This design comes from an exercise in tuning for small area, a short achievable clock period and few clock cycles on the open sky130 flow, not from production work. Only simulation tests tie the RTL to the original design; equivalence was not proved.

--- flow/config.mk ---
export PLATFORM = sky130hd
export DESIGN_NAME = sbcodec
export DESIGN_NICKNAME = sbcodec
export VERILOG_FILES = /design/flow/design.v
export SDC_FILE = /design/flow/constraint.sdc
export NUM_CORES = 8
export LEC_CHECK = 0
export CAP_MARGIN = 20
export CORE_MARGIN = 2
export CORE_UTILIZATION = 40
export SLEW_MARGIN = 20
--- flow/constraint.sdc ---
create_clock -name core_clock -period 12.0 [get_ports {clk}]
set_input_delay 2.4000 -clock core_clock [delete_from_list [all_inputs] [get_ports {clk}]]
set_output_delay 2.4000 -clock core_clock [all_outputs]
set_load 0.01 [all_outputs]
--- flow/design.v ---
module sbcodec (
    input  wire        clk,
    input  wire        rst,
    input  wire        reg_wr,
    input  wire [3:0]  reg_addr,
    input  wire [63:0] reg_wdata,
    output reg  [63:0] reg_rdata,
    output wire        busy,
    input  wire        in_valid,
    input  wire [7:0]  in_data,
    output wire        in_ready,
    output wire        out_valid,
    output wire [7:0]  out_data,
    input  wire        out_ready
);
    localparam [3:0] C_OK = 4'd0, C_MAL = 4'd1, C_HTL = 4'd2, C_BADH = 4'd3,
                     C_UNDER = 4'd4, C_OFULL = 4'd5, C_ERANGE = 4'd6,
                     C_EXPR = 4'd8, C_ILL = 4'd9;
    localparam [3:0] OP_ENCU = 4'h1, OP_DECU = 4'h2, OP_ENCS = 4'h3, OP_DECS = 4'h4,
                     OP_ENCD = 4'h7, OP_DECD = 4'h8, OP_HDRE = 4'h9, OP_HDRD = 4'hA,
                     OP_SRST = 4'hF;
    localparam [3:0] S_IDLE = 4'd0, S_START = 4'd1, S_EMIT = 4'd2, S_SCAN = 4'd3,
                     S_DIV = 4'd4, S_HDRE_CHK = 4'd5, S_EMIT_A = 4'd6,
                     S_PARSE = 4'd7, S_ENCD_CHK = 4'd8, S_PARSE_END = 4'd9;
    reg [63:0] val_r, rval_r, mant_r;
    reg [7:0]  expo_r;
    reg [5:0]  cfg_r;
    reg [3:0]  st_code;
    reg        st_nf, st_ovl;
    reg [7:0]  st_cnt;
    reg [9:0]  sticky_r;
    reg [7:0]  inq  [0:31];
    reg [4:0]  in_head;
    reg [5:0]  in_cnt;
    reg [7:0]  outq [0:31];
    reg [4:0]  out_head;
    reg [5:0]  out_cnt;
    reg [3:0]  state;
    reg [3:0]  op_r;
    reg [1:0]  wsel_r;
    reg [76:0] esh;         
    reg [3:0]  eleft;       
    reg [7:0]  ecnt;        
    reg [3:0]  sidx;        
    reg        s_off;       
    reg [3:0]  s_max;       
    reg        s_sgn;       
    reg [71:0] acc;         
    reg [63:0] dx;          
    reg [3:0]  drem;        
    reg [2:0]  dstep;       
    reg [63:0] mabs;        
    reg        msgn;        
    reg [8:0]  e9;          
    reg [79:0] dbuf;        
    reg [4:0]  ndig;        
    reg [5:0]  aidx;        
    reg [1:0]  aph;         
    reg        abig;        
    reg        abad;        
    assign busy      = (state != S_IDLE);
    assign in_ready  = !busy && (in_cnt < 6'd32);
    assign out_valid = !busy && (out_cnt != 6'd0);
    assign out_data  = outq[out_head];
    wire [5:0] hwidth = {1'b0, cfg_r[5:1]} + 6'd1;
    function [6:0] width_of;   
        input [1:0] ws;
        begin
            case (ws)
                2'd0: width_of = 7'd8;
                2'd1: width_of = 7'd16;
                2'd2: width_of = 7'd32;
                default: width_of = 7'd64;
            endcase
        end
    endfunction
    function [3:0] bound_of;   
        input [1:0] ws;
        begin
            case (ws)
                2'd0: bound_of = 4'd2;
                2'd1: bound_of = 4'd3;
                2'd2: bound_of = 4'd5;
                default: bound_of = 4'd10;
            endcase
        end
    endfunction
    function [3:0] glen;
        input [69:0] x;
        input        sgn;
        integer k, j;
        reg fits;
        begin
            glen = 4'd10;
            for (k = 9; k >= 1; k = k - 1) begin
                fits = 1'b1;
                for (j = 0; j < 70; j = j + 1) begin
                    if (sgn) begin
                        if (j >= 7*k - 1 && x[j] != x[69]) fits = 1'b0;
                    end else begin
                        if (j >= 7*k && x[j]) fits = 1'b0;
                    end
                end
                if (fits) glen = k[3:0];
            end
        end
    endfunction
    wire [15:0] cw = reg_wdata[15:0];
    wire [3:0]  cw_op = cw[3:0];
    reg         cw_legal;
    always @(*) begin
        case (cw_op)
            OP_ENCU, OP_DECU, OP_ENCS, OP_DECS: cw_legal = (cw[15:6] == 10'd0);
            OP_ENCD, OP_DECD, OP_HDRE, OP_HDRD, OP_SRST: cw_legal = (cw[15:4] == 12'd0);
            default: cw_legal = 1'b0;
        endcase
    end
    wire [6:0]  W_r     = width_of(wsel_r);
    wire        is_sgn_enc = (op_r == OP_ENCS);
    wire [63:0] wmask   = (W_r == 7'd64) ? {64{1'b1}} : ((64'd1 << W_r) - 64'd1);
    wire        encu_bad = (val_r & ~wmask) != 64'd0;
    wire [63:0] sext_lo  = (W_r == 7'd64) ? val_r :
                           (((val_r & wmask) ^ (64'd1 << (W_r - 7'd1))) - (64'd1 << (W_r - 7'd1)));
    wire        encs_bad = (sext_lo != val_r);
    wire [69:0] enc_ext  = {{6{is_sgn_enc & val_r[63]}}, val_r};
    wire [3:0]  enc_n    = glen(enc_ext, is_sgn_enc);
    wire [6:0]  out_free = 7'd32 - {1'b0, out_cnt};
    wire [63:0] m_fin   = msgn ? (64'd0 - mabs) : mabs;
    wire [69:0] m_ext   = {{6{m_fin[63]}}, m_fin};
    wire [3:0]  m_n     = glen(m_ext, 1'b1);
    wire [4:0] scan_pos  = {4'd0, s_off} + {1'b0, sidx};
    wire [7:0] scan_byte = inq[in_head + scan_pos];
    wire [7:0] in0       = inq[in_head];
    wire [7:0] abyte     = inq[in_head + aidx[4:0]];
    wire        fold_seed = (sidx == 4'd0) ? (s_sgn & scan_byte[6]) : 1'b0;
    wire [71:0] acc_base  = (sidx == 4'd0) ? {72{fold_seed}} : acc;
    wire [71:0] acc_next  = {acc_base[64:0], scan_byte[6:0]};
    wire [6:0]  W_s       = (op_r == OP_DECU || op_r == OP_DECS) ? width_of(wsel_r) : 7'd64;
    reg         fold_ovl;
    reg  [63:0] fold_val;
    integer fi;
    always @(*) begin
        fold_ovl = 1'b0;
        for (fi = 0; fi < 72; fi = fi + 1) begin
            if (s_sgn) begin
                if (fi >= W_s - 1 && acc_next[fi] != acc_next[W_s - 1]) fold_ovl = 1'b1;
            end else begin
                if (fi >= W_s && acc_next[fi]) fold_ovl = 1'b1;
            end
        end
        for (fi = 0; fi < 64; fi = fi + 1) begin
            if (fi < W_s) fold_val[fi] = acc_next[fi];
            else          fold_val[fi] = s_sgn & acc_next[W_s - 1];
        end
    end
    reg [3:0]  dv_r;
    reg [7:0]  dv_q;
    integer di;
    reg [4:0]  dv_t;
    always @(*) begin
        dv_r = drem;
        for (di = 7; di >= 0; di = di - 1) begin
            dv_t = {dv_r, dx[56 + di]};
            if (dv_t >= 5'd10) begin
                dv_r = dv_t[3:0] - 4'd10;
                dv_q[di] = 1'b1;
            end else begin
                dv_r = dv_t[3:0];
                dv_q[di] = 1'b0;
            end
        end
    end
    wire [63:0] dx_next = {dx[55:0], dv_q};
    wire        a_isdig = (abyte >= 8'h30) && (abyte <= 8'h39);
    wire        a_ispad = (abyte == 8'h00) || (abyte == 8'h20);
    wire [67:0] a_mul   = {1'b0, acc[63:0], 3'b000} + {3'b000, acc[63:0], 1'b0} + {64'd0, abyte[3:0]};
    integer qi;
    always @(posedge clk) begin
        if (rst) begin
            val_r <= 64'd0; rval_r <= 64'd0; mant_r <= 64'd0; expo_r <= 8'd0;
            cfg_r <= 6'h12;
            st_code <= C_OK; st_nf <= 1'b0; st_ovl <= 1'b0; st_cnt <= 8'd0;
            sticky_r <= 10'd0;
            in_head <= 5'd0; in_cnt <= 6'd0;
            out_head <= 5'd0; out_cnt <= 6'd0;
            state <= S_IDLE;
            op_r <= 4'd0; wsel_r <= 2'd0;
        end else begin
            case (state)
            S_IDLE: begin
                if (in_valid && in_ready) begin
                    inq[in_head + in_cnt[4:0]] <= in_data;
                end
                if (out_valid && out_ready) begin
                    out_head <= out_head + 5'd1;
                end
                in_cnt  <= in_cnt  + ((in_valid && in_ready) ? 6'd1 : 6'd0);
                out_cnt <= out_cnt - ((out_valid && out_ready) ? 6'd1 : 6'd0);
                if (reg_wr) begin
                    case (reg_addr)
                        4'd0: begin
                            if (!cw_legal) begin
                                st_code <= C_ILL; st_nf <= 1'b0; st_ovl <= 1'b0; st_cnt <= 8'd0;
                                sticky_r[C_ILL] <= 1'b1;
                            end else if (cw_op == OP_SRST) begin
                                val_r <= 64'd0; rval_r <= 64'd0; mant_r <= 64'd0; expo_r <= 8'd0;
                                cfg_r <= 6'h12;
                                st_code <= C_OK; st_nf <= 1'b0; st_ovl <= 1'b0; st_cnt <= 8'd0;
                                sticky_r <= 10'd0;
                                in_head <= 5'd0; in_cnt <= 6'd0;
                                out_head <= 5'd0; out_cnt <= 6'd0;
                            end else begin
                                op_r   <= cw_op;
                                wsel_r <= cw[5:4];
                                state  <= S_START;
                            end
                        end
                        4'd2: sticky_r <= sticky_r & ~(reg_wdata[9:0] & 10'h3CE);
                        4'd3: cfg_r  <= reg_wdata[5:0];
                        4'd4: val_r  <= reg_wdata;
                        4'd5: rval_r <= reg_wdata;
                        4'd6: mant_r <= reg_wdata;
                        4'd7: expo_r <= reg_wdata[7:0];
                        default: ;
                    endcase
                end
            end
            S_START: begin
                case (op_r)
                    OP_ENCU, OP_ENCS: begin
                        if ((op_r == OP_ENCU) ? encu_bad : encs_bad) begin
                            finish(C_ERANGE, 8'd0, 1'b0, 1'b0);
                        end else if (out_free < {3'd0, enc_n}) begin
                            finish(C_OFULL, 8'd0, 1'b0, 1'b0);
                        end else begin
                            esh   <= {enc_ext << (7 * (10 - enc_n)), 7'd0};
                            eleft <= enc_n;
                            ecnt  <= {4'd0, enc_n};
                            state <= S_EMIT;
                        end
                    end
                    OP_HDRE: begin
                        if (!cfg_r[0]) begin
                            if (out_free < {3'd0, glen({6'd0, val_r}, 1'b0)}) begin
                                finish(C_OFULL, 8'd0, 1'b0, 1'b0);
                            end else begin
                                esh   <= {{6'd0, val_r} << (7 * (10 - glen({6'd0, val_r}, 1'b0))), 7'd0};
                                eleft <= glen({6'd0, val_r}, 1'b0);
                                ecnt  <= {4'd0, glen({6'd0, val_r}, 1'b0)};
                                state <= S_EMIT;
                            end
                        end else begin
                            dx    <= val_r;
                            drem  <= 4'd0;
                            dstep <= 3'd0;
                            ndig  <= 5'd0;
                            dbuf  <= 80'd0;
                            state <= S_DIV;
                        end
                    end
                    OP_ENCD: begin
                        msgn <= mant_r[63];
                        mabs <= mant_r[63] ? (64'd0 - mant_r) : mant_r;
                        dx   <= mant_r[63] ? (64'd0 - mant_r) : mant_r;
                        drem <= 4'd0;
                        dstep <= 3'd0;
                        e9   <= {expo_r[7], expo_r};
                        state <= (mant_r == 64'd0) ? S_ENCD_CHK : S_DIV;
                    end
                    OP_DECU, OP_DECS: begin
                        s_off <= 1'b0;
                        s_max <= bound_of(wsel_r);
                        s_sgn <= (op_r == OP_DECS);
                        sidx  <= 4'd0;
                        state <= S_SCAN;
                    end
                    OP_DECD: begin
                        if (in_cnt == 6'd0) begin
                            finish(C_UNDER, 8'd0, 1'b0, 1'b0);
                        end else if (in0 == 8'hFF) begin
                            drop_in(6'd1);
                            finish(C_OK, 8'd1, 1'b1, 1'b0);
                        end else if (in0[7]) begin
                            drop_in(6'd1);
                            mant_r <= 64'd0;
                            expo_r <= {in0[6], in0[6:0]};
                            finish(C_OK, 8'd1, 1'b0, 1'b0);
                        end else begin
                            s_off <= 1'b1;
                            s_max <= 4'd10;
                            s_sgn <= 1'b1;
                            sidx  <= 4'd0;
                            state <= S_SCAN;
                        end
                    end
                    OP_HDRD: begin
                        if (!cfg_r[0]) begin
                            s_off <= 1'b0;
                            s_max <= 4'd10;
                            s_sgn <= 1'b0;
                            sidx  <= 4'd0;
                            state <= S_SCAN;
                        end else if (in_cnt < hwidth) begin
                            finish(C_UNDER, 8'd0, 1'b0, 1'b0);
                        end else begin
                            aidx  <= 6'd0;
                            aph   <= 2'd0;
                            abig  <= 1'b0;
                            abad  <= 1'b0;
                            acc   <= 72'd0;
                            state <= S_PARSE;
                        end
                    end
                    default: finish(C_ILL, 8'd0, 1'b0, 1'b0);
                endcase
            end
            S_EMIT: begin
                outq[out_head + out_cnt[4:0]] <= {(eleft == 4'd1), esh[76:70]};
                out_cnt <= out_cnt + 6'd1;
                esh     <= {esh[69:0], 7'd0};
                eleft   <= eleft - 4'd1;
                if (eleft == 4'd1) finish(C_OK, ecnt, 1'b0, 1'b0);
            end
            S_SCAN: begin
                if ({1'b0, scan_pos} >= in_cnt) begin
                    finish(C_UNDER, 8'd0, 1'b0, 1'b0);
                end else begin
                    acc <= acc_next;
                    if (scan_byte[7]) begin
                        drop_in({1'b0, scan_pos} + 6'd1);
                        if (op_r == OP_DECD) begin
                            mant_r <= fold_val;
                            expo_r <= {in0[6], in0[6:0]};
                        end else begin
                            val_r <= fold_val;
                        end
                        finish(C_OK, {3'd0, scan_pos} + 8'd1, 1'b0, fold_ovl);
                    end else if (sidx + 4'd1 == s_max) begin
                        drop_in({1'b0, scan_pos} + 6'd1);
                        finish((op_r == OP_HDRD) ? C_HTL : C_MAL, {3'd0, scan_pos} + 8'd1, 1'b0, 1'b0);
                    end else begin
                        sidx <= sidx + 4'd1;
                    end
                end
            end
            S_DIV: begin
                dstep <= dstep + 3'd1;
                if (dstep != 3'd7) begin
                    dx   <= dx_next;
                    drem <= dv_r;
                end else if (op_r == OP_HDRE) begin
                    dbuf <= {dbuf[75:0], dv_r};
                    ndig <= ndig + 5'd1;
                    dx   <= dx_next;
                    drem <= 4'd0;
                    if (dx_next == 64'd0) state <= S_HDRE_CHK;
                end else begin
                    if (dv_r == 4'd0) begin
                        mabs <= dx_next;
                        e9   <= e9 + 9'd1;
                        dx   <= dx_next;
                        drem <= 4'd0;
                    end else begin
                        state <= S_ENCD_CHK;
                    end
                end
            end
            S_HDRE_CHK: begin
                if ({1'b0, ndig} > hwidth) begin
                    finish(C_ERANGE, 8'd0, 1'b0, 1'b0);
                end else if (out_free < {1'b0, hwidth}) begin
                    finish(C_OFULL, 8'd0, 1'b0, 1'b0);
                end else begin
                    aidx  <= 6'd0;
                    state <= S_EMIT_A;
                end
            end
            S_EMIT_A: begin
                if (aidx < {1'b0, ndig}) begin
                    outq[out_head + out_cnt[4:0]] <= {4'h3, dbuf[3:0]};
                    dbuf <= {4'd0, dbuf[79:4]};
                end else begin
                    outq[out_head + out_cnt[4:0]] <= 8'h00;
                end
                out_cnt <= out_cnt + 6'd1;
                aidx    <= aidx + 6'd1;
                if (aidx + 6'd1 == hwidth) finish(C_OK, {2'd0, hwidth}, 1'b0, 1'b0);
            end
            S_ENCD_CHK: begin
                if ($signed(e9) < -9'sd64 || $signed(e9) > 9'sd63) begin
                    finish(C_EXPR, 8'd0, 1'b0, 1'b0);
                end else if (out_free < {3'd0, m_n} + 7'd1) begin
                    finish(C_OFULL, 8'd0, 1'b0, 1'b0);
                end else begin
                    esh    <= {e9[6:0], m_ext << (7 * (10 - m_n))};
                    eleft  <= m_n + 4'd1;
                    ecnt   <= {4'd0, m_n} + 8'd1;
                    mant_r <= m_fin;
                    expo_r <= e9[7:0];
                    state  <= S_EMIT;
                end
            end
            S_PARSE: begin
                case (aph)
                    2'd0: begin
                        if (a_isdig) begin
                            aph <= 2'd1;
                            acc <= {68'd0, abyte[3:0]};
                        end else if (abyte != 8'h20) begin
                            abad <= 1'b1;
                        end
                    end
                    2'd1: begin
                        if (a_isdig) begin
                            acc <= {8'd0, a_mul[63:0]};
                            if (a_mul[67:64] != 4'd0) abig <= 1'b1;
                        end else if (a_ispad) begin
                            aph <= 2'd2;
                        end else begin
                            abad <= 1'b1;
                        end
                    end
                    default: begin
                        if (!a_ispad) abad <= 1'b1;
                    end
                endcase
                aidx <= aidx + 6'd1;
                if (aidx + 6'd1 == hwidth) state <= S_PARSE_END;
            end
            S_PARSE_END: begin
                drop_in(hwidth);
                if (abad || abig || aph == 2'd0 || acc[63:0] == {64{1'b1}}) begin
                    finish(C_BADH, {2'd0, hwidth}, 1'b0, 1'b0);
                end else begin
                    val_r <= acc[63:0];
                    finish(C_OK, {2'd0, hwidth}, 1'b0, 1'b0);
                end
            end
            default: state <= S_IDLE;
            endcase
        end
    end
    task finish;
        input [3:0] code;
        input [7:0] cnt;
        input       nf;
        input       ovl;
        begin
            st_code <= code;
            st_cnt  <= cnt;
            st_nf   <= nf;
            st_ovl  <= ovl;
            if (code == C_MAL || code == C_HTL || code == C_BADH || code == C_ERANGE ||
                code == C_EXPR || code == C_ILL)
                sticky_r[code] <= 1'b1;
            state <= S_IDLE;
        end
    endtask
    task drop_in;
        input [5:0] c;
        begin
            in_head <= in_head + c[4:0];
            in_cnt  <= in_cnt - c;
        end
    endtask
    always @(*) begin
        case (reg_addr)
            4'd1: reg_rdata = {48'd0, st_cnt, 2'b00, st_ovl, st_nf, st_code};
            4'd2: reg_rdata = {54'd0, sticky_r & 10'h3CE};
            4'd3: reg_rdata = {58'd0, cfg_r};
            4'd4: reg_rdata = val_r;
            4'd5: reg_rdata = rval_r;
            4'd6: reg_rdata = mant_r;
            4'd7: reg_rdata = {{56{expo_r[7]}}, expo_r};
            4'd8: reg_rdata = {58'd0, in_cnt};
            4'd9: reg_rdata = {58'd0, out_cnt};
            default: reg_rdata = 64'd0;
        endcase
    end
endmodule
--- flow/run.sh ---
#!/bin/bash
# synth_recipe.tcl (not shown) runs the flow's synth.tcl, then flattens the netlist and writes it again
# the make line also repeats each setting of config.mk as NAME=value (left out here)
make -C /OpenROAD-flow-scripts/flow DESIGN_CONFIG=/design/flow/config.mk WORK_HOME=/design/flow/orfs CLKGATE_MAP_FILE= SYNTH_SCRIPT=/design/flow/synth_recipe.tcl finish
==> flow_summary.ini <==
[worst_setup_path]
worstSetupStartpointType = register
critPathSlowestCell = nor3_4
crit_path_end_kind = register
worstPathArrival_ns = 11.26
worst-path-max-fanout = 17
cp_data_required_time_ns = 12.50
max_stage_delay_ns = 0.70
critPathKind = register to register
crit_top_cell = ha_1

[sta]
hold_viol_final = 0
fin_ws_ns = 1.23
fin_skew_ns = 0.0425
rsz0062_at_grt = false
fin_tns_setup_ns = 0
fin_crit_ns = 10.77
setup_violations = 0
tightest_slew_ns = 1.30
fmax_mhz = 92.9
maxSlewHeadroom_pct = 13.2
slew_violations = 0
fin_crit_sh_pct = 89.7

[cts]
cts_tree = done
cts_buffer_depth = 3
cts_buffers = 138
post_cts_buffers = 0
cts.repair.resized = 0
htreeDepth = 4
root_buffer = clkbuf_16
clkLatencyLatePin_ns = 0.82
cts_sinks = 1180
clkTransAtPathRegs_ns = 0.06
postCtsHoldBufs = 0

[final_layout]
layout_common_cells = nor2_1 (921), edfxtp_1 (913), nand2_1 (829)
layout_commonest_cell = nor2_1
drive_above_1_share_pct = 12.9
nNetsFinal = 8887
syn_to_final_growth_pct = 10.7
fill_cells = 20300
fin_cells = 11500

[logic_synthesis]
ys.flop_type = edfxtp_1
synth-edff-count = 913
synth_area_mm2 = 0.0856
ys_async_sr_fraction_pct = 0
yosys_warnings = 1
avgSynthCellArea_um2 = 9.81
syn-instance-count = 8721
synth-seq-area-share_pct = 38.3
ys_types = 103
ys_ff_latch = 1180

[drt]
viasPerCell = 6.87
final_antenna_net_count = 0
drtIter0Drc = 13900
drt-total-wl_um = 390000
drc = 0
dr.pass1.iters = 10
vias = 78800
wire_per_inst_um = 34.0

[place]
gp_congestion = 1.03
post-place-ws_ns = 1.52
place_inst = 11200
place_hpwl_um = 285000
io_buffers = 155

[worst_hold_path]
hold_path_class = register to register

[floorplan]
ioPinCount = 156
die_w_um = 467
die_h_um = 467
design.core.area_mm2 = 0.212
die-area_mm2 = 0.218
num_rows = 169
initial_core_util_pct = 40.3

[global_route]
grt_pass1_vias = 72800
track_usage_pct = 34.7
antenna_found_initial = 27
grt_max_degree = 100
grt_first_pass_wirelength_um = 548000
grt_overflow = 0

[outcome]
outcome = complete, no violations

[flow_run]
maxCapViolations = 0
## layer usage
| layer | wire, um | GRT usage, % | vias up |
|---|---|---|---|
| met4 | 24600 | 18.4 | 22 |
| met5 | 137 | 0 | - |
| met1 | 155000 | 47.5 | 39000 |
| met3 | 48700 | 9.92 | 1010 |
| met2 | 162000 | 49.4 | 5449 |
| li1 | - | - | 33400 |
## flip-flops by register name, indices dropped and copies added, names as in the netlist, 7 cells and up, named ones only
signal	flops
acc	65
val_r	64
mant_r	64
expo_r	8
inq	256
dbuf	80
sticky_r	7
e9	9
outq	256
esh	77
dx	64
mabs	64
rval_r	64
## path summary, 6_finish.rpt
kind / to / slack [ns] / start / cells after the start
min: st_code[2] / 0.46 / st_code[2] / 2
min reg2reg: st_code[2] / 0.46 / st_code[2] / 2
max reg2reg: mabs[21] / 1.23 / drem[1] / 44
max: mabs[21] / 1.23 / drem[1] / 44
## worst max-delay path, delay by kind of cell, from the launching register on
kind	cells	cell delay [ns]
adders and majority gates	8	2.24
buffers and inverters	7	1.07
and+or+nand+nor	12	3.09
DFF	1	0.42
AOI/OAI and AO/OA	17	3.61
## metrics by stage
step,hold WS [ns],util [%],cell area [um2]
after floorplan,0.426,-,85600
after global placement,0.440,42.4,90100
after detailed placement,0.452,42.5,90100
after CTS,0.459,44.6,94600
after global routing,0.498,44.6,94700
final,0.459,44.6,94700
## kinds of logic after synthesis
family | synth area share (%)
multiplexers | 16.1
adder cells (fa/ha/maj) | 4.22
flip-flops | 38.3
other | 0.00878
AO/OA/AOI/OAI | 19.5
XOR/XNOR | 3.38
AND/OR/NAND/NOR | 14.5
buffers and inverters | 4.06
## area by class of cell
cell class | instances | area (um2) | share of cell area, %
sequential | 1180 | 32800 | 34.6
timing repair buffer | 391 | 3300 | 3.49
inverter | 189 | 711 | 0.751
antenna | 10 | 25.0 | 0.0264
clock buffer | 186 | 3790 | 4.01
tap | 2821 | 3530 | 3.73
multi-input combinational | 6628 | 49900 | 52.7
clock inverter | 67 | 656 | 0.692
## Yosys cell counts, types with 202 or more instances
| cell type | count | area [um2] |
|---|---|---|
| nor2_1 | 931 | 3490 |
| a211oi_1 | 216 | 1620 |
| clkbuf_1 | 630 | 2360 |
| mux4_2 | 474 | 10700 |
| mux2i_1 | 254 | 2540 |
| o21ai_0 | 583 | 2920 |
| nand2_1 | 831 | 3120 |
| edfxtp_1 | 913 | 27400 |
| ha_1 | 260 | 3250 |
| dfxtp_1 | 267 | 5350 |
| nand3_1 | 202 | 1010 |
| a21oi_1 | 561 | 2810 |
Testbench counts, summed over its fixed seeds: cycles 102,348.

## re-timing with driven ports
No port has a modelled driver above. Below, the same layout with a new extraction and two added sets of constraints.
Step 1: set_driving_cell puts a clkbuf_16 on clk and a buf_2 on each other input, an assumption about the parent block.
Step 2 moves the port delays by t, midway between the first and last clock arrival at a register: inputs arrive t later, outputs are due t later. That takes back most of the time a late clock gives input paths.
Slacks: ideal / step 1 / step 2; pairs: ideal / step 1.
shift t [ns]: 0.891
setup slack, ns: 1.234 / 1.234 / 1.234
latest minus earliest clock arrival (ns): 0.043 / 0.043
slew at the worst register clock pin (ns): 0.07 / 0.07
worst data-port slew with drivers (ns): 0.10
After both steps setup and hold are still met in this run. For this run, drivers alone change the setup slack by 0.000 ns; drivers and shift together by 0.000 ns.
